What follows belongs to an exercise in optimizing a design on an open flow for small area; a production flow would make more cautious choices.
Function was checked by simulation only, so behaviour that the tests miss may differ from the original.
Power and IR drop assume default switching activity.

--- design/flow/design.v ---
module hacodec (
    input  wire       clk,
    input  wire       rst,
    input  wire       in_valid,
    output wire       in_ready,
    input  wire [7:0] in_data,
    input  wire       in_last,
    output wire       out_valid,
    input  wire       out_ready,
    output reg  [7:0] out_data,
    output wire       out_last
);
    function bcd_ok;
        input [7:0] b;
        bcd_ok = !(b[7] && (b[6] || b[5])) && !(b[3] && (b[2] || b[1]));
    endfunction
    function [11:0] div10;
        input [3:0] c;
        input [7:0] x;
        reg   [4:0] t;
        reg   [3:0] rr;
        reg   [7:0] qq;
        integer     b;
        begin
            rr = c;
            for (b = 7; b >= 0; b = b - 1) begin
                t = {rr, x[b]};
                if (t >= 5'd10) begin
                    qq[b] = 1'b1;
                    rr    = t - 5'd10;
                end else begin
                    qq[b] = 1'b0;
                    rr    = t[3:0];
                end
            end
            div10 = {rr, qq};
        end
    endfunction
    function [11:0] mul10;
        input [3:0] c;
        input [7:0] x;
        mul10 = {1'b0, x, 3'b000} + {3'b000, x, 1'b0} + {8'd0, c};
    endfunction
    reg  [7:0] r [0:19];
    reg  [3:0] pk;                     
    reg        pb;                     
    wire       inB = pb;               
    wire [7:0] cur = r[19];
    wire [7:0] nxt = r[18];
    wire [7:0] nn  = r[17];
    wire [7:0] oth = r[8];             
    reg  [3:0] flen;
    reg        fatal;
    reg  [2:0] err;
    reg        tx;                     
    reg  [2:0] pc;                     
    reg  [3:0] i;                      
    reg  [5:0] op;                     
    reg  [7:0] rem;                    
    reg        ovf;                    
    reg        e_op;                   
    reg        e_ill;                  
    wire [3:0] c = rem[3:0];           
    localparam [5:0] C_BCDDEC = 6'o00, C_BCDENC = 6'o01, C_ADRENC = 6'o10,
                     C_ADRDEC = 6'o11, C_CMDENC = 6'o20, C_CMDDEC = 6'o21,
                     C_FBUILD = 6'o30, C_FLOAD  = 6'o31, C_FPARSE = 6'o32,
                     C_FREAD  = 6'o33, C_FCLR   = 6'o34, C_TSENC  = 6'o40,
                     C_TSDEC  = 6'o41, C_V16ENC = 6'o42, C_V16DEC = 6'o43,
                     C_TSPUT  = 6'o44, C_TSGET  = 6'o45, C_V16PUT = 6'o46,
                     C_V16GET = 6'o47, C_STATUS = 6'o70, C_BAD    = 6'o77;
    wire [5:0] in_code = {in_data[6] & (in_data[7] | ~(in_data[5] & in_data[4])), in_data[5:4],
                          in_data[2:0] | {3{in_data[3]}}};
    reg        in_known;
    always @(*) begin
        case (in_data)
            8'h00, 8'h01, 8'h10, 8'h11, 8'h20, 8'h21, 8'h30, 8'h31, 8'h32, 8'h33,
            8'h34, 8'h40, 8'h41, 8'h42, 8'h43, 8'h44, 8'h45, 8'h46, 8'h47, 8'hF0: in_known = 1'b1;
            default: in_known = 1'b0;
        endcase
    end
    reg  [3:0] explen;
    always @(*) begin
        case (op)
            C_BCDDEC, C_BCDENC, C_ADRDEC, C_CMDDEC: explen = 4'd2;
            C_ADRENC, C_V16ENC, C_V16DEC:           explen = 4'd3;
            C_CMDENC, C_V16PUT:                     explen = 4'd4;
            C_TSENC, C_TSDEC:                       explen = 4'd7;
            C_TSPUT:                                explen = 4'd8;
            default:                                explen = 4'd1;
        endcase
    end
    wire is_fload  = (op == C_FLOAD);
    wire is_fbuild = (op == C_FBUILD);
    wire is_ts4    = (op[5:3] == 3'o4);
    wire is_put    = is_ts4 && op[2] && !op[0];           
    wire is_get    = is_ts4 && op[2] &&  op[0];           
    wire is_enc    = (op == C_BCDENC) || (is_ts4 && !op[0]);   
    wire is_dec    = (op == C_BCDDEC) || (is_ts4 &&  op[0]);   
    wire is_ts     = is_ts4 && !op[1];                    
    wire pay = (is_fload && i >= 4'd2) || (is_fbuild && i >= 4'd3);    
    reg  [3:0] s;
    always @(*) begin
        s = i - 4'd1;
        if (pay) s = i - 4'd2;
        if (is_ts4) begin
            if (!op[2] && i <= 4'd2)             s = {3'b100, ~i[0]};       
            if ( op[2] && (i == 4'd2 || i == 4'd3)) s = {3'b100, i[0]};     
        end
    end
    wire lenb  = (is_fload && i == 4'd1) || (is_fbuild && i == 4'd2);
    wire store = (i != 4'd0) && !lenb && (s <= 4'd9);
    wire rx = !tx && (pc == 3'd0);
    assign in_ready = rx && (!store || (inB && pk == s));
    wire   acc      = in_valid && in_ready;
    wire pass  = pc[2] || (pc[1]);           
    wire p1    = (pc == 3'd2);
    wire [1:0] pn = pc[1:0] - 2'd2;           
    wire atB8  = inB && (pk == 4'd8);
    wire atB9  = inB && (pk == 4'd9);
    wire atB7  = inB && (pk == 4'd7);      
    wire vop   = is_ts4 && !is_get;           
    wire ck_ok   = bcd_ok(cur);
    wire ck_gt99 = cur > 8'd99;
    wire ck_big  = {cur, nxt} > 16'd9999;
    reg  chk_op, chk_ill;
    wire okslot = inB ? ((op == C_BCDDEC && pk == 4'd0) ||
                         (vop && op[0] && (pk >= 4'd8 || (!op[1] && pk >= 4'd2 && pk <= 4'd5))))
                      : (is_get && pk != 4'd0 && (op[1] ? pk <= 4'd2 : pk <= 4'd6));
    always @(*) begin
        chk_ill = inB && (op == C_CMDENC) && (pk <= 4'd1) && (cur[7:1] != 7'd0);
        chk_op  = (okslot && !ck_ok) ||
                  (inB && e8slot && ck_gt99) ||
                  (inB && vop && !op[0] && pk == 4'd8 && ck_big) ||
                  (inB && op == C_ADRENC && pk <= 4'd1 && cur[7:4] != 4'd0) ||
                  (inB && op == C_CMDENC && pk == 4'd2 && cur[7:6] != 2'd0) ||
                  ((is_fbuild || is_fload) && (i >= 4'd13 || i == 4'd2));
    end
    wire [3:0] rb     = is_put ? 4'd1 : 4'd0;              
    wire       e8slot = (op == C_BCDENC) ? (pk == 4'd0) :
                        (op == C_TSENC)  ? (pk >= 4'd2 && pk <= 4'd5) :
                        (op == C_TSPUT)  ? (pk >= 4'd3 && pk <= 4'd6) : 1'b0;
    wire       d8slot = (op == C_BCDDEC) ? (pk == 4'd0) :
                        (is_ts && is_dec) ? (pk >= 4'd2 && pk <= 4'd5) : 1'b0;
    wire [7:0] dsrc   = is_get ? oth : cur;
    wire       dgslot = is_get ? (!inB && pk == {3'd0, pn[1]} + 4'd1)
                               : (atB8 && !pn[1]) || (atB9 && pn[1]);
    wire [3:0] dgt    = pn[0] ? cur[3:0] : cur[7:4];
    wire [3:0]  dv_c  = (atB8 || e8slot) ? 4'd0 : c;
    wire [11:0] dv    = div10(dv_c, cur);
    wire [3:0]  ml_c  = d8slot ? dsrc[3:0] : c;
    wire [7:0]  ml_x  = d8slot ? {4'd0, dsrc[7:4]} : p1 ? 8'd0 : cur;
    wire [11:0] ml    = mul10(ml_c, ml_x);
    reg        wx;                        
    reg  [7:0] xd;
    reg  [3:0] cn;
    reg        cw;
    always @(*) begin
        wx = 1'b0;
        xd = dv[7:0];
        cn = dv[11:8];
        cw = 1'b0;
        if (inB && is_enc) begin
            if (vop && (pk >= 4'd8)) begin
                wx = 1'b1;
                cw = 1'b1;
            end
            if (vop && (pk == rb || pk == rb + 4'd1)) begin
                wx = 1'b1;
                xd = {c, cur[7:4]};
                cn = cur[3:0];
                cw = 1'b1;
            end
            if (p1 && e8slot) begin
                wx = 1'b1;
                xd = {dv[3:0], dv[11:8]};
            end
        end
        if (is_dec) begin
            if (vop || is_get) begin
                if (dgslot) begin
                    cn = dgt;
                    cw = 1'b1;
                end
                if (inB && pk <= 4'd1) begin
                    wx = 1'b1;
                    xd = ml[7:0];
                    cn = ml[11:8];
                    cw = 1'b1;
                end
            end
            if (p1 && inB && d8slot) begin
                wx = 1'b1;
                xd = ml[7:0];
            end
        end
    end
    wire isF0  = (op == C_STATUS);
    wire lenok = (is_fload || is_fbuild) ? (rem == 8'd0) && !ovf && (i >= (is_fbuild ? 4'd3 : 4'd2))
                                         : (i == explen);
    reg  [2:0] opst;
    always @(*) begin
        opst = 3'd0;
        case (op)
            C_BCDDEC, C_TSDEC, C_V16DEC:                 if (e_op) opst = 3'd3;
            C_BCDENC, C_TSENC, C_V16ENC, C_TSPUT, C_V16PUT: if (e_op) opst = 3'd5;
            C_ADRENC, C_CMDENC:                          if (e_op) opst = 3'd1;
            C_FBUILD:                                    if (e_op) opst = 3'd2;
            C_FLOAD:                                     if (e_op) opst = 3'd4;
            C_FPARSE: if (flen == 4'd0) opst = 3'd4;
            C_TSGET:  if (flen < 4'd7) opst = 3'd4;
                      else if (e_op) opst = 3'd3;
            C_V16GET: if (flen < 4'd3) opst = 3'd4;
                      else if (e_op) opst = 3'd3;
            default: ;
        endcase
    end
    wire halted = fatal && !isF0;
    wire [2:0] status = halted ? 3'd7 :
                        e_ill ? 3'd6 : opst;
    wire res_ok = (status == 3'd0) || (status == 3'd3);
    wire [3:0] j = i;
    localparam [2:0] X_ID = 3'd0, X_NIBH = 3'd1, X_NIBL = 3'd2, X_B7 = 3'd3,
                     X_B6 = 3'd4, X_L6 = 3'd5, X_ADR = 3'd6, X_CMD = 3'd7;
    reg  [3:0] nres;                   
    reg  [3:0] tk;                     
    reg        tf;                     
    reg        tc;                     
    reg  [2:0] xf;
    reg  [7:0] cv;
    always @(*) begin
        nres = 4'd1;
        tk   = j - 4'd1;
        tf   = 1'b0;
        tc   = 1'b0;
        xf   = X_ID;
        cv   = 8'h0A;
        case (op)
            C_BCDDEC, C_BCDENC: nres = 4'd2;
            C_ADRENC: begin nres = 4'd2; xf = X_ADR; end
            C_ADRDEC: begin nres = 4'd3; tk = 4'd0; xf = (j == 4'd1) ? X_NIBH : X_NIBL; end
            C_CMDENC: begin nres = 4'd2; xf = X_CMD; end
            C_CMDDEC: begin nres = 4'd4; tk = 4'd0;
                      xf = (j == 4'd1) ? X_B7 : (j == 4'd2) ? X_B6 : X_L6; end
            C_FPARSE, C_FREAD: begin
                nres = flen + 4'd2;
                tf   = 1'b1;
                tk   = j - 4'd2;
                if (op == C_FPARSE && j == 4'd1) tk = 4'd0;
                if (op == C_FREAD && j == 4'd1) begin tc = 1'b1; cv = {4'd0, flen}; end
                if (op == C_FPARSE && j == 4'd2) begin tc = 1'b1; cv = {4'd0, flen - 4'd1}; end
            end
            C_TSENC, C_V16ENC: nres = op[1] ? 4'd3 : 4'd7;
            C_TSDEC, C_V16DEC, C_TSGET, C_V16GET: begin
                nres = op[1] ? 4'd3 : 4'd7;
                if (j == 4'd1) tk = 4'd1;
                if (j == 4'd2) tk = 4'd0;
            end
            C_STATUS: begin
                nres = 4'd3;
                tc   = 1'b1;
                if (j == 4'd1) cv = {fatal, 4'd0, err};
            end
            default: ;
        endcase
        if (j == 4'd0) begin
            tc = 1'b1;
            cv = {5'd0, status};
        end
    end
    always @(*) begin
        if (tc) out_data = cv;
        else case (xf)
            X_NIBH:  out_data = {4'd0, cur[7:4]};
            X_NIBL:  out_data = {4'd0, cur[3:0]};
            X_B7:    out_data = {7'd0, cur[7]};
            X_B6:    out_data = {7'd0, cur[6]};
            X_L6:    out_data = {2'd0, cur[5:0]};
            X_ADR:   out_data = {cur[3:0], nxt[3:0]};
            X_CMD:   out_data = {cur[0], nxt[0], nn[5:0]};
            default: out_data = cur;
        endcase
    end
    wire [3:0] n = res_ok ? nres : 4'd1;
    assign out_last  = (j == n - 4'd1);
    assign out_valid = tx && (tc || ((inB != tf) && pk == tk));
    wire   sent      = out_valid && out_ready;
    wire wr = acc && store;
    integer q;
    always @(posedge clk) begin
        r[0] <= wr ? in_data : (pass && wx) ? xd : r[19];
        for (q = 1; q < 20; q = q + 1) r[q] <= r[q - 1];
    end
    always @(posedge clk) begin
        if (rst) begin
            pk     <= 4'd0;
            pb     <= 1'b0;
            flen   <= 4'd0;
            fatal  <= 1'b0;
            err    <= 3'd0;
            tx     <= 1'b0;
            pc     <= 3'd0;
            i      <= 4'd0;
        end else begin
            if (pk == 4'd9) begin
                pk <= 4'd0;
                pb <= ~pb;
            end else begin
                pk <= pk + 4'd1;
            end
            if (rx) begin
                if (acc) begin
                    if (i != 4'd15) i <= i + 4'd1;
                    if (i == 4'd0) begin
                        op    <= in_code;
                        ovf   <= 1'b0;
                        e_op  <= 1'b0;
                        e_ill <= !in_known;
                    end else begin
                        if (lenb) rem <= in_data;
                        else if (pay) begin
                            if (rem == 8'd0) ovf <= 1'b1;
                            else rem <= rem - 8'd1;
                        end
                    end
                    if (in_last) pc <= 3'd1;
                end
            end else if (pc != 3'd0) begin
                if (pc == 3'd1 && !lenok) e_ill <= 1'b1;
                if (pass && cw) rem[3:0] <= cn;
                if (p1) begin
                    if (chk_op)  e_op  <= 1'b1;
                    if (chk_ill) e_ill <= 1'b1;
                end
                if (atB7) begin
                    if (pc == 3'd5) begin
                        pc <= 3'd0;
                        tx <= 1'b1;
                        i  <= 4'd0;
                        if (status == 3'd0) begin
                            case (op)
                                C_FBUILD, C_FLOAD, C_TSPUT, C_V16PUT: begin
                                    pb   <= ~pb;
                                    flen <= (op == C_TSPUT) ? 4'd7 :
                                            (op == C_V16PUT) ? 4'd3 : i - 4'd2;
                                end
                                C_FCLR: flen <= 4'd0;
                                default: ;
                            endcase
                        end
                    end else begin
                        pc <= pc + 3'd1;
                    end
                end
            end else if (sent) begin
                if (out_last) begin
                    tx <= 1'b0;
                    i  <= 4'd0;
                    if (!isF0 && !halted) begin
                        err <= status;
                        if (status == 3'd1) fatal <= 1'b1;
                    end
                end else begin
                    i <= i + 4'd1;
                end
            end
        end
    end
endmodule
--- design/flow/constraint.sdc ---
create_clock -name core_clock -period 12.0 [get_ports {clk}]
set_input_delay 2.4000 -clock core_clock [delete_from_list [all_inputs] [get_ports {clk}]]
set_output_delay 2.4000 -clock core_clock [all_outputs]
set_load 0.01 [all_outputs]
--- design/flow/flow/abc_proc.tcl ---
# Area-oriented technology mapping: ORFS's synthesis calls abc with its own script;
# this wrapper swaps in flow/abc.script and leaves every other argument as it is.
proc abc {args} {
  set i [lsearch -exact $args -script]
  if {$i >= 0} {
    set args [lreplace $args $i [expr {$i + 1}] -script $::env(FLOW_ABC_SCRIPT)]
  }
  yosys abc {*}$args
}
--- design/flow/standard.sh ---
#!/bin/bash
# synth_recipe.tcl (not shown) runs the flow's synth.tcl, then flattens the netlist and writes it again
# the make line also repeats each setting of config.mk as NAME=value (left out here)
make -C /OpenROAD-flow-scripts/flow DESIGN_CONFIG=/design/flow/config.mk WORK_HOME=/design/flow/orfs CLKGATE_MAP_FILE= SYNTH_SCRIPT=/design/flow/synth_recipe.tcl "${@:-finish}"
--- design/flow/flow/run.sh ---
#!/bin/bash
# Own layout flow: the standard flow (standard.sh), except that synthesis maps the
# logic with an area-oriented ABC script (flow/abc.script: SAT-based resynthesis
# with &deepsyn, then area mapping with amap) and without full-adder
# extraction; the port buffers are the smallest buffer; clock tree synthesis uses
# clkbuf_8 buffers and no dummy loads. Registers and their names are exactly those
# of the standard synthesis.
set -euo pipefail
W=$(cd "$(dirname "${BASH_SOURCE[0]}")/.." && pwd)
cd "$W"
export FLOW_ABC_SCRIPT="$W/flow/abc.script"
cat flow/abc_proc.tcl synth_recipe.tcl > "$W/area_synth.tcl"
bash standard.sh synth SYNTH_SCRIPT="$W/area_synth.tcl" ADDER_MAP_FILE= > "$W/synth.log" 2>&1
bash standard.sh finish SYNTH_SCRIPT="$W/area_synth.tcl" ADDER_MAP_FILE= BUFFER_PORTS_ARGS="-buffer_cell sky130_fd_sc_hd__buf_1" \
  CTS_ARGS="-sink_clustering_enable -repair_clock_nets -dont_use_dummy_load -buf_list sky130_fd_sc_hd__clkbuf_8" \
  > "$W/layout.log" 2>&1
test -f "$W/out/final.def"
--- design/flow/flow/abc.script ---
strash
&get -n
&deepsyn -T 60
&put
dch -f
amap
strash
&get -n
&deepsyn -T 60
&put
dch -f
amap
strash
&get -n
&deepsyn -T 60
&put
dch -f
amap -F 2 -A 6
topo
--- design/flow/config.mk ---
export PLATFORM = sky130hd
export DESIGN_NAME = hacodec
export DESIGN_NICKNAME = hacodec
export VERILOG_FILES = /design/flow/design.v
export SDC_FILE = /design/flow/constraint.sdc
export NUM_CORES = 4
export LEC_CHECK = 0
export CAP_MARGIN = 5
export CORE_MARGIN = 2
export CORE_UTILIZATION = 55
export GPL_TIMING_DRIVEN = 0
export SLEW_MARGIN = 5
==> reports/metrics.yaml, run 1 <==
clocking:
  cts_tree: "done"
  clk_latency_ps: 480
  cts-buffers-inserted: 17
  clock_tree.htree_level_count: 4
  worst_setup_hold_path_clk_slew_ps: 90
  post-cts-setup-buffer-count: 0
  holdBufCountCts: 0
  cts_resized: 0
  clk_root_buffer_cell: "sky130_fd_sc_hd__clkbuf_8"
  clock_path_buffers: 2
  cts_sinks: 198
yosys:
  synth_seq_area_share_pct: 55.1
  post_synth_inst_count: 854
  synth_largest_area_cell: "sky130_fd_sc_hd__dfxtp_1"
  yosys.cell_count.top_type: "sky130_fd_sc_hd__dfxtp_1"
  synthTopCellsByCount: "sky130_fd_sc_hd__dfxtp_1, sky130_fd_sc_hd__nor2_1, sky130_fd_sc_hd__clkinv_1"
  synth.top_cell.area_share_pct: 48.3
  syn-mean-instance-area_um2: 8.78
  yosysWarningCount: 2
  synthFlopType: "sky130_fd_sc_hd__dfxtp_1"
  postSynth.asyncResetShare_pct: 0
  postSynthRegisterBits: 198
  synth.lib_cells_used.distinct: 40
  postSynthNetCount: 867
  netlist_top_cells_area: "sky130_fd_sc_hd__dfxtp_1, sky130_fd_sc_hd__nor2_1, sky130_fd_sc_hd__edfxtp_1, sky130_fd_sc_hd__clkinv_1, sky130_fd_sc_hd__o21ai_0"
  synth_edf_count: 17
  mappedNetlistArea_um2: 7500
pwr:
  power.internal_mw: 0.961
  power.net_switching_mw: 0.402
  sw_frac_of_total_pct: 29.5
  share_clk_of_total_power_pct: 23.5
  seq_power_share_pct: 59.7
  power.leakage_nw: 2.81
  proportion_of_power_drawn_by_combinational_gates_pct: 16.8
  p_total_mw: 1.36
  power.ir.vdd_worst_mv: 0.102
  power.density_nw_per_um2: 169
floorplanning:
  die_width_um: 121
  start_util_pct: 56.4
  pin_count: 24
  die_h_um: 121
  fp.coreArea_um2: 13300
  fp-row-count: 42
  die_area_um2: 14600
critical_path:
  setup.worst_path.class: "flop to output pin"
  critical_path.max_fanout: 13
  critical_path_arrival_ps: 5300
  crit-reg2reg-capture: "rem[3]$_DFFE_PP_"
  worstSetupEndpointType: "output pin"
  required_ps: 9600
  reg2reg_from: "op[2]$_DFFE_PP_"
  worst_r2r_path_depth: 32
  critical_path.startpoint_type: "flop"
  reg2reg_setup_slack_ps: 4840
cells_and_area:
  layoutNonFillerInstCount: 1071
  fraction_of_layout_cells_with_a_size_suffix_above_1_pct: 2.01
  diodes: 0
  final_nets: 910
  finish.instance_area_um2: 8050
  area_grow_syn2layout_pct: 7.35
route:
  dr.first_iter.drc_count: 926
  detail-route-antenna-nets: 0
  vias_per_cell: 6.34
  remaining_drc_errors: 0
  routed-via-count: 6786
  drt_pass1_iterations: 7
  drt-wirelength-per-cell_um: 20.3
  postRouteWirelength_mm: 21.7
sta:
  finalMaxSlewViolations: 0
  tightest_slew_ps: 1170
  timing.final.crit_share_pct: 64.1
  hold_slack_ps: 306
  finalCriticalPeriod_ps: 7700
  setup_viol: 0
  fin_worst_skew_ps: 35.5
  top_achievable_clock_speed_mhz: 130
  hold_viol: 0
  worst_slew_margin_rel_pct: 21.5
  rsz0062_at_grt: "false"
  timing.setup.tns_ps: 0
status:
  run_status: "no timing/DRC/antenna violations"
hold_path:
  min_to: "r[4][1]$_DFF_P_"
  hold_path.class: "flop to flop"
  hold_path_depth: 0
  min-delay-start: "r[3][1]$_DFF_P_"
placement:
  placed_cells_incl_taps: 1054
  port_buffers: 23
  place_hpwl_mm: 16.5
  gp_routability_congestion: 1.02
  placedInstanceArea_um2: 7820
global_routing:
  grt-ovfl-total: 0
  first_pass_grt_wire_length_mm: 33.8
  first_global_vias: 6264
  globalRouteTotalUtil_pct: 30.6
  largest_net_degree_at_the_start_of_global_routing: 24
  antenna_violations_before_repair: 0
run:
  cap_violations: 0
## how the worst max path moves through the flow
stage,slack (ps),end,depth (start not counted),start
4_1_cts,4460,out_data[1],13,op[2]$_DFFE_PP_
3_3_place_gp,5010,out_data[1],13,op[2]$_DFFE_PP_
5_1_grt,4000,out_data[1],13,op[2]$_DFFE_PP_
3_5_place_dp,4950,out_data[1],13,op[2]$_DFFE_PP_
2_1_floorplan,6190,out_data[1],12,op[2]$_DFFE_PP_
6_report,4300,out_data[1],13,op[2]$_DFFE_PP_
## through the flow
stage / setup WS, ps / utilization (%)
floorplan: 6190 / -
global placement: 5010 / 58.7
detailed placement: 4950 / 58.8
CTS: 4460 / 60.6
global route: 4000 / 60.6
finish: 4300 / 60.6
## worst max-delay path, stage by stage, from the launching register on
cell	delay, ps
sky130_fd_sc_hd__edfxtp_1	630
sky130_fd_sc_hd__clkinv_1	320
sky130_fd_sc_hd__nand4_1	200
sky130_fd_sc_hd__nor3_1	930
sky130_fd_sc_hd__clkinv_1	350
sky130_fd_sc_hd__o221ai_1	190
sky130_fd_sc_hd__a21oi_1	90
sky130_fd_sc_hd__or4_1	550
sky130_fd_sc_hd__or2_0	250
sky130_fd_sc_hd__a31oi_1	360
sky130_fd_sc_hd__clkinv_1	200
sky130_fd_sc_hd__a2111oi_0	530
sky130_fd_sc_hd__a211oi_1	90
sky130_fd_sc_hd__buf_1	160
## cell families (layout without fill, tap and decap cells)
family,count (synthesis),after routing,share of synthesized area [%]
flops,198,198,55.1
compound gates,267,267,23.8
simple gates,279,279,15.6
buf+inv,110,151,5.50
## power by group through the flow
| stage | sequential, mW | combinational, mW | clock [mW] |
|---|---|---|---|
| after floorplan | 0.804 | 0.155 | 0 |
| after CTS | 0.815 | 0.220 | 0.325 |
| after global routing | 0.824 | 0.250 | 0.348 |
| final | 0.814 | 0.229 | 0.320 |
| after global placement | 0.822 | 0.214 | 0 |
| after detailed placement | 0.828 | 0.219 | 0 |
## registers in the layout, summed over array words and instances, names as in the netlist, 3 cells and up
| signal | flops |
|---|---|
| pk | 4 |
| pc | 3 |
| err | 3 |
| flen | 4 |
| rem | 8 |
| i | 4 |
| op | 6 |
| r | 160 |
## area by class of cell
class	instances	area [µm²]
clock buffers	17	234
fillers	1206	5240
inverters	110	413
multi-input cells	546	2960
flip-flops and latches	198	4130
well taps	176	220
repair buffers	24	96.3
## routing by layer
metal | up-vias | GRT usage [%] | routed length [µm] | part of all wire, %
li1 | 3156 | - | - | -
met1 | 3133 | 42.5 | 9170 | 42
met2 | 437 | 46.6 | 9600 | 44
met3 | 60 | 6.89 | 2380 | 11
met4 | 0 | 11.4 | 585 | 2.7
met5 | - | 0 | 0 | 0
## placed cells by master (no fill, tap or decap), types with 19 or more instances in the layout
master / Yosys / layout
sky130_fd_sc_hd__dfxtp_1: 181 / 181
sky130_fd_sc_hd__nor2_1: 153 / 153
sky130_fd_sc_hd__clkinv_1: 110 / 110
sky130_fd_sc_hd__o21ai_0: 70 / 70
sky130_fd_sc_hd__nand2_1: 59 / 59
sky130_fd_sc_hd__a21oi_1: 44 / 44
sky130_fd_sc_hd__o22ai_1: 26 / 26
sky130_fd_sc_hd__nor3_1: 25 / 25
sky130_fd_sc_hd__buf_1: 0 / 23
sky130_fd_sc_hd__o221ai_1: 19 / 19
==> run 2, diff against run 1 <==
--- a/design/flow/flow/abc.script
+++ b/design/flow/flow/abc.script
@@ -1,2 +1,8 @@
+strash
+&get -n
+&deepsyn -T 60
+&put
+dch -f
+amap
 strash
 &get -n
==> reports/metrics.yaml, run 2 <==
status:
  run_status: "no timing/DRC/antenna violations"
cells_and_area:
  most-common-layout-cells: "sky130_fd_sc_hd__dfxtp_1, sky130_fd_sc_hd__nor2_1, sky130_fd_sc_hd__clkinv_1"
  layoutNonFillerInstCount: 1064  # -0.65%
  fraction_of_layout_cells_with_a_size_suffix_above_1_pct: 1.91  # -0.097 points
  end_of_flow_core_utilization_pct: 60.4  # -0.13 points
  reg_top3: "r (160), rem (8), op (6)"
  largest_register_ff_count: 160  # unchanged
  area_grow_syn2layout_pct: 7.24
  final_nets: 903  # -0.77%
  top_register: "r"
  diodes: 0  # unchanged
  finish.instance_area_um2: 8010  # -0.61%
  mostFrequentLayoutCell: "sky130_fd_sc_hd__dfxtp_1"
sta:
  worst_slew_margin_rel_pct: 30.4  # +9.0 points
  timing.final.ws_setup_ps: 4130  # -177 ps
  hold_viol: 0  # unchanged
  timing.setup.tns_ps: 0  # unchanged
  timing.final.crit_share_pct: 65.6  # +1.5 points
  fin_worst_skew_ps: 44.8  # +9.36 ps
  finalMaxSlewViolations: 0  # unchanged
  rsz0062_at_grt: "false"
  setup_viol: 0  # unchanged
  finalCriticalPeriod_ps: 7870  # +177 ps
  top_achievable_clock_speed_mhz: 127  # -2.3%
  tightest_slew_ps: 1030  # -139 ps
route:
  drt_pass1_iterations: 5  # -2
  detail-route-antenna-nets: 0  # unchanged
  dr.first_iter.drc_count: 1053  # +14%
  drt-wirelength-per-cell_um: 20.8  # +2.6%
  vias_per_cell: 6.40  # +1.0%
  routed-via-count: 6810  # +0.35%
  remaining_drc_errors: 0  # unchanged
  postRouteWirelength_mm: 22.2  # +1.9%
global_routing:
  first_pass_grt_wire_length_mm: 34.1  # +0.92%
  grt-ovfl-total: 0  # unchanged
  antenna_violations_before_repair: 0  # unchanged
  first_global_vias: 6281  # +0.27%
  globalRouteTotalUtil_pct: 31.2  # +0.63 points
  largest_net_degree_at_the_start_of_global_routing: 22  # -8.3%
clocking:
  post-cts-setup-buffer-count: 0  # unchanged
  clk_latency_ps: 470  # about the same
  cts_sinks: 198  # unchanged
  cts-buffers-inserted: 17  # unchanged
  clk_root_buffer_cell: "sky130_fd_sc_hd__clkbuf_8"
  cts_resized: 0  # unchanged
  cts_tree: "done"
  worst_setup_hold_path_clk_slew_ps: 110  # +20 ps
  holdBufCountCts: 0  # unchanged
  clock_path_buffers: 2  # unchanged
  clock_tree.htree_level_count: 4  # unchanged
placement:
  placedInstanceArea_um2: 7770  # -0.62%
  placed_cells_incl_taps: 1047  # -0.66%
  gp_routability_congestion: 1.00  # -1.8%
  preCtsSetupSlack_ps: 4710  # -243 ps
  place_hpwl_mm: 16.9  # +2.3%
  port_buffers: 23  # unchanged
yosys:
  synth_edf_count: 17  # unchanged
  mappedNetlistArea_um2: 7460  # -0.50%
  post_synth_inst_count: 848  # -0.70%
  netlist_top_cells_area: "sky130_fd_sc_hd__dfxtp_1, sky130_fd_sc_hd__nor2_1, sky130_fd_sc_hd__edfxtp_1, sky130_fd_sc_hd__clkinv_1, sky130_fd_sc_hd__o21ai_0"
  synth.lib_cells_used.distinct: 40  # unchanged
  postSynthRegisterBits: 198  # unchanged
  synth_largest_area_cell: "sky130_fd_sc_hd__dfxtp_1"
  postSynth.asyncResetShare_pct: 0  # unchanged
  synth.top_cell.area_share_pct: 48.5  # +0.24 points
  synthFlopType: "sky130_fd_sc_hd__dfxtp_1"
  synth_seq_area_share_pct: 55.4  # +0.28 points
  syn-mean-instance-area_um2: 8.80  # +0.20%
  yosysWarningCount: 2  # unchanged
  synthTopCellsByCount: "sky130_fd_sc_hd__dfxtp_1, sky130_fd_sc_hd__nor2_1, sky130_fd_sc_hd__clkinv_1"
  postSynthNetCount: 861  # -0.69%
  yosys.cell_count.top_type: "sky130_fd_sc_hd__dfxtp_1"
critical_path:
  critical_path_arrival_ps: 8050  # +2750 ps
  setup.worst_path.class: "flop to flop"
  critical_path.startpoint_type: "flop"
  crit_slowest_cell: "sky130_fd_sc_hd__edfxtp_1"
  critical_path.max_fanout: 11  # -2
  crit_path_max_incr_delay_ps: 670  # -260 ps
  worstSetupEndpointType: "flop"
  required_ps: 12180  # +2580 ps
floorplanning:
  die_width_um: 121  # -0.24%
  die_h_um: 121  # -0.24%
  fp.coreArea_um2: 13200  # -0.40%
  fp-row-count: 42  # unchanged
  die_area_um2: 14500  # -0.48%
  start_util_pct: 56.4  # -0.060 points
  pin_count: 24  # unchanged
hold_path:
  hold_path.class: "flop to flop"
pwr:
  power.ir.vdd_worst_mv: 0.109  # +6.5%
  power.leakage_nw: 2.80  # -0.44%
  power.density_nw_per_um2: 181  # +6.9%
run:
  cap_violations: 0  # unchanged
## run 2: cell count changes after synthesis, sizes merged, moves of 4 or more
| cell | previous run | this run |
|---|---|---|
| clkinv | 110 | 105 |
| o21a | 16 | 9 |
| o21ai | 70 | 63 |
| o22ai | 26 | 34 |
| nand3 | 13 | 17 |
| a2111oi | 9 | 5 |
| a21oi | 44 | 53 |
| nor2 | 153 | 148 |
## run 2: cell families (layout without fill, tap and decap cells)
kind of cell | after synthesis | in the layout | share of synthesized area (%)
compound gates | 265 | 265 | 23.4
buf+inv | 105 | 145 | 5.28
simple gates | 280 | 280 | 15.9
flops | 198 | 198 | 55.4
## run 2: worst paths after layout
kind,slack [ps],depth (start not counted),endpoint,from
worst max-delay path,4130,32,rem[2]$_DFFE_PP_,op[2]$_DFFE_PP_
worst min-delay path,280,0,r[12][1]$_DFF_P_,r[11][1]$_DFF_P_
worst max register to register,4130,32,rem[2]$_DFFE_PP_,op[2]$_DFFE_PP_
worst min register to register,280,0,r[12][1]$_DFF_P_,r[11][1]$_DFF_P_
## run 2: final cells by class
class                   instances  area [µm²]
fillers                      1177        5240
flip-flops and latches        198        4130
multi-input cells             545        2940
inverters                     105         394
clock buffers                  17         234
well taps                     176         220
repair buffers                 23        86.3
## run 2: metrics by stage
step / total power, mW / hold WS, ps
after floorplan: 1.02 / 310
after global placement: 1.12 / 310
after detailed placement: 1.13 / 312
after CTS: 1.44 / 283
after global routing: 1.51 / 286
final: 1.45 / 284
## run 2: worst max-delay path: cells and delay by family, from the launching register on
kind | cells | cell delay (ps)
buffers and inverters | 5 | 980
and+or+nand+nor | 13 | 2130
AOI/OAI and AO/OA | 14 | 3790
DFF | 1 | 670
## run 2: routing by layer
layer,global-route usage [%],share of wire [%],vias up
met5,0,0,-
met4,11.9,2.6,0
met3,9.01,11,64
met2,45.9,43,441
met1,43.5,43,3173
li1,-,-,3132
## run 2: report_power, final
group	internal, mW	switching [mW]	leakage [nW]
sequential	0.787	0.0615	1.65
clock	0.126	0.194	0.122
combinational	0.0837	0.197	1.03
total	0.997	0.452	2.80
==> run 3, diff against run 2 <==
--- a/design/flow/flow/run.sh
+++ b/design/flow/flow/run.sh
@@ -13,5 +13,5 @@
 bash standard.sh synth SYNTH_SCRIPT="$W/area_synth.tcl" ADDER_MAP_FILE= > "$W/synth.log" 2>&1
 bash standard.sh finish SYNTH_SCRIPT="$W/area_synth.tcl" ADDER_MAP_FILE= BUFFER_PORTS_ARGS="-buffer_cell sky130_fd_sc_hd__buf_1" \
-  CTS_ARGS="-sink_clustering_enable -repair_clock_nets -dont_use_dummy_load -buf_list sky130_fd_sc_hd__clkbuf_8" \
+  CTS_ARGS="-sink_clustering_enable -repair_clock_nets -dont_use_dummy_load -buf_list {sky130_fd_sc_hd__clkbuf_4 sky130_fd_sc_hd__clkbuf_8}" \
   > "$W/layout.log" 2>&1
 test -f "$W/out/final.def"
==> reports/metrics.yaml, run 3 <==
placement:
  port_buffers: 23  # unchanged
  place_hpwl_mm: 17.2  # +2.3%
  gp_routability_congestion: 0.995  # -0.51%
  placedInstanceArea_um2: 7770  # about the same
  preCtsSetupSlack_ps: 3280  # -1430 ps
cells_and_area:
  most-common-layout-cells: "sky130_fd_sc_hd__dfxtp_1, sky130_fd_sc_hd__nor2_1, sky130_fd_sc_hd__clkinv_1"
  final_nets: 897  # -0.66%
  top_register: "r"
  diodes: 0  # unchanged
  area_grow_syn2layout_pct: 7.24  # about the same
  mostFrequentLayoutCell: "sky130_fd_sc_hd__dfxtp_1"
  finish.instance_area_um2: 8010  # about the same
  fill_cells: 1184  # +0.59%
  largest_register_ff_count: 160  # unchanged
  reg_top3: "r (160), rem (8), op (6)"
  fraction_of_layout_cells_with_a_size_suffix_above_1_pct: 1.93  # +0.013 points
clocking:
  clk_root_buffer_cell: "sky130_fd_sc_hd__clkbuf_8"
  cts_resized: 0  # unchanged
  clock_path_buffers: 2  # unchanged
  cts_sinks: 198  # unchanged
  post-cts-setup-buffer-count: 0  # unchanged
  holdBufCountCts: 0  # unchanged
  clock_tree.htree_level_count: 4  # unchanged
  clk_latency_ps: 470  # about the same
  cts-buffers-inserted: 17  # unchanged
  worst_setup_hold_path_clk_slew_ps: 100  # about the same
  cts_tree: "done"
yosys:
  synth_largest_area_cell: "sky130_fd_sc_hd__dfxtp_1"
  postSynthRegisterBits: 198  # unchanged
  synthAdderAreaFrac_pct: 0  # unchanged
  synthTopCellsByCount: "sky130_fd_sc_hd__dfxtp_1, sky130_fd_sc_hd__nor2_1, sky130_fd_sc_hd__clkinv_1"
  yosys-mux-area-fraction_pct: 0  # unchanged
  postSynthNetCount: 855  # -0.70%
  yosys.cell_count.top_type: "sky130_fd_sc_hd__dfxtp_1"
  synth_compound_area_share_pct: 23.8  # +0.43 points
  mappedNetlistArea_um2: 7470  # about the same
  netlist_top_cells_area: "sky130_fd_sc_hd__dfxtp_1, sky130_fd_sc_hd__edfxtp_1, sky130_fd_sc_hd__nor2_1, sky130_fd_sc_hd__clkinv_1, sky130_fd_sc_hd__o21ai_0"
  synthFlopType: "sky130_fd_sc_hd__dfxtp_1"
  synth_edf_count: 17  # unchanged
  syn-mean-instance-area_um2: 8.87  # +0.75%
  synth.lib_cells_used.distinct: 44  # +10%
  synth_top_family_by_area: "compound AO/OA/AOI/OAI gates"
  synth_simple_gate_area_share_pct: 15.5  # -0.41 points
  synth.top_cell.area_share_pct: 48.5  # about the same
  post_synth_inst_count: 842  # -0.71%
  synth_xor_area_share_pct: 0  # unchanged
  yosysWarningCount: 2  # unchanged
  synth_seq_area_share_pct: 55.4  # about the same
  postSynth.asyncResetShare_pct: 0  # unchanged
sta:
  tightest_slew_ps: 1080  # +46.8 ps
  setup_viol: 0  # unchanged
  finalCriticalPeriod_ps: 9150  # +1280 ps
  hold_viol: 0  # unchanged
  fin_worst_skew_ps: 36.7  # -8.08 ps
  worst_slew_margin_rel_pct: 27.6  # -2.8 points
  rsz0062_at_grt: "false"
  timing.final.ws_setup_ps: 2850  # -1280 ps
  finalMaxSlewViolations: 0  # unchanged
  timing.setup.tns_ps: 0  # unchanged
  timing.final.crit_share_pct: 76.3  # +11 points
  top_achievable_clock_speed_mhz: 109  # -14%
critical_path:
  crit-reg2reg-capture: "rem[3]$_DFFE_PP_"
  required_ps: 12180  # about the same
  critical_path.endpoint: "rem[3]$_DFFE_PP_"
  setup.worst_path.class: "flop to flop"
  crit_slowest_cell: "sky130_fd_sc_hd__a2111oi_0"
  critical_path.max_fanout: 10  # -1
  crit_start: "op[2]$_DFFE_PP_"
  crit_path_max_incr_delay_ps: 700  # +30 ps
  worst_r2r_path_depth: 34  # +6.3%
  reg2reg_from: "op[2]$_DFFE_PP_"
  reg2reg_setup_slack_ps: 2850  # -1280 ps
  critical_path_arrival_ps: 9330  # +1280 ps
  cp_common_cell: "sky130_fd_sc_hd__nor2_1"
  worstSetupEndpointType: "flop"
  critical_path.startpoint_type: "flop"
pwr:
  power.leakage_nw: 2.79  # -0.17%
  sw_frac_of_total_pct: 30.9  # -0.25 points
  seq_power_share_pct: 58.1  # -0.5 points
  power.density_nw_per_um2: 177  # -2.4%
  proportion_of_power_drawn_by_combinational_gates_pct: 19.3  # about the same
  power.net_switching_mw: 0.438  # -3.1%
  power.ir.vdd_worst_mv: 0.120  # +10%
  p_total_mw: 1.41  # -2.3%
  power.internal_mw: 0.977  # -2.0%
  share_clk_of_total_power_pct: 22.6  # +0.6 points
floorplanning:
  fp-row-count: 42  # unchanged
  die_width_um: 121  # about the same
  die_area_um2: 14500  # about the same
  die_h_um: 121  # about the same
  pin_count: 24  # unchanged
  fp.coreArea_um2: 13200  # unchanged
  start_util_pct: 56.4  # about the same
route:
  postRouteWirelength_mm: 22.9  # +3.4%
  remaining_drc_errors: 0  # unchanged
  drt-wirelength-per-cell_um: 21.7  # +3.9%
  vias_per_cell: 6.54  # +2.2%
  drt_pass1_iterations: 8  # +3
  routed-via-count: 6922  # +1.6%
  dr.first_iter.drc_count: 1002  # -4.8%
  detail-route-antenna-nets: 0  # unchanged
global_routing:
  first_global_vias: 6315  # +0.54%
  largest_net_degree_at_the_start_of_global_routing: 20  # -9.1%
  first_pass_grt_wire_length_mm: 34.7  # +1.7%
  grt-ovfl-total: 0  # unchanged
  globalRouteTotalUtil_pct: 31.6  # +0.45 points
  antenna_violations_before_repair: 0  # unchanged
run:
  cap_violations: 0  # unchanged
status:
  run_status: "no timing/DRC/antenna violations"
hold_path:
  hold_path.class: "flop to flop"
==> run 3: cells by family after synthesis <==
| logic type | after synthesis |
|---|---|
| DFF | 198 |
| AOI/OAI and AO/OA | 270 |
| buffers and inverters | 105 |
| and+or+nand+nor | 269 |
==> run 3: per-layer routing <==
metal	wire length [µm]	vias to the layer above	GRT usage, %
li1	-	3134	-
met1	9560	3251	43.4
met2	10300	468	48.9
met3	2490	69	7.83
met4	518	0	10.9
met5	0	-	0
==> run 3: area by class of cell <==
type / count / area, µm² / share of cell area [%]
Inverter: 105 / 394 / 4.92
Clock buffer: 17 / 234 / 2.92
Sequential cell: 198 / 4130 / 51.6
Tap cell: 176 / 220 / 2.75
Timing Repair Buffer: 23 / 86.3 / 1.08
Multi-Input combinational cell: 539 / 2940 / 36.7
==> run 3: how the worst min path moves through the flow <==
stage                     slack, ps             start                to  depth (start not counted)
final                           300  r[10][4]$_DFF_P_  r[11][4]$_DFF_P_                          0
after CTS                       300   r[9][3]$_DFF_P_  r[10][3]$_DFF_P_                          0
after detailed placement        310   r[5][4]$_DFF_P_   r[6][4]$_DFF_P_                          0
after global routing            300  r[10][4]$_DFF_P_  r[11][4]$_DFF_P_                          0
after global placement          310  r[12][6]$_DFF_P_  r[13][6]$_DFF_P_                          0
after floorplan                 310   r[9][0]$_DFF_P_  r[10][0]$_DFF_P_                          0
==> run 3: power by group through the flow <==
stage               Sequential, mW  Clock, mW  Combinational (mW)
finish                       0.822      0.320               0.273
global route                 0.829      0.352               0.293
CTS                          0.822      0.324               0.261
detailed placement           0.836          0               0.258
global placement             0.828          0               0.254
floorplan                    0.808          0               0.182
==> run 3: worst max-delay path, delay by kind of cell (launching register included) <==
family	cells	cell delay, ps
DFF	1	690
AOI/OAI and AO/OA	19	5340
buffers and inverters	4	1240
and+or+nand+nor	11	1580
==> run 3: per-stage QoR <==
| step | std cells | hold WS, ps | util, % |
|---|---|---|---|
| 6_report | 1058 | 299 | 60.5 |
| 5_1_grt | 1058 | 304 | 60.5 |
| 4_1_cts | 1058 | 304 | 60.5 |
| 3_5_place_dp | 1041 | 312 | 58.7 |
| 3_3_place_gp | 1041 | 310 | 58.7 |
| 2_1_floorplan | 842 | 310 | - |

## afterwards: timing with drivers on the ports
The flow's constraints put no driver on any port. The routed layouts listed below were extracted and timed again, unchanged, in two steps.
Step 1 sets driving cells, clkbuf_16 on the clock port and buf_2 on the other inputs (assumed; they add their load-dependent delay and slew).
Step 2 moves the port delays by t, midway between the first and last clock arrival at a register: inputs arrive t later, outputs are due t later. That takes back most of the time a late clock gives input paths.
Three values: ideal, step 1, step 2; two values: the first two.
| run | t, ns | slack for setup (ns) | cell pins on the clock port's net |
|---|---|---|---|
| run 1 | 0.496 | 4.304 / 4.264 / 4.761 | 1 |
| run 2 | 0.487 | 4.127 / 4.127 / 4.127 | 1 |
| run 3 | 0.495 | 2.846 / 2.846 / 2.846 | 1 |
After both steps every run listed still meets setup and hold.
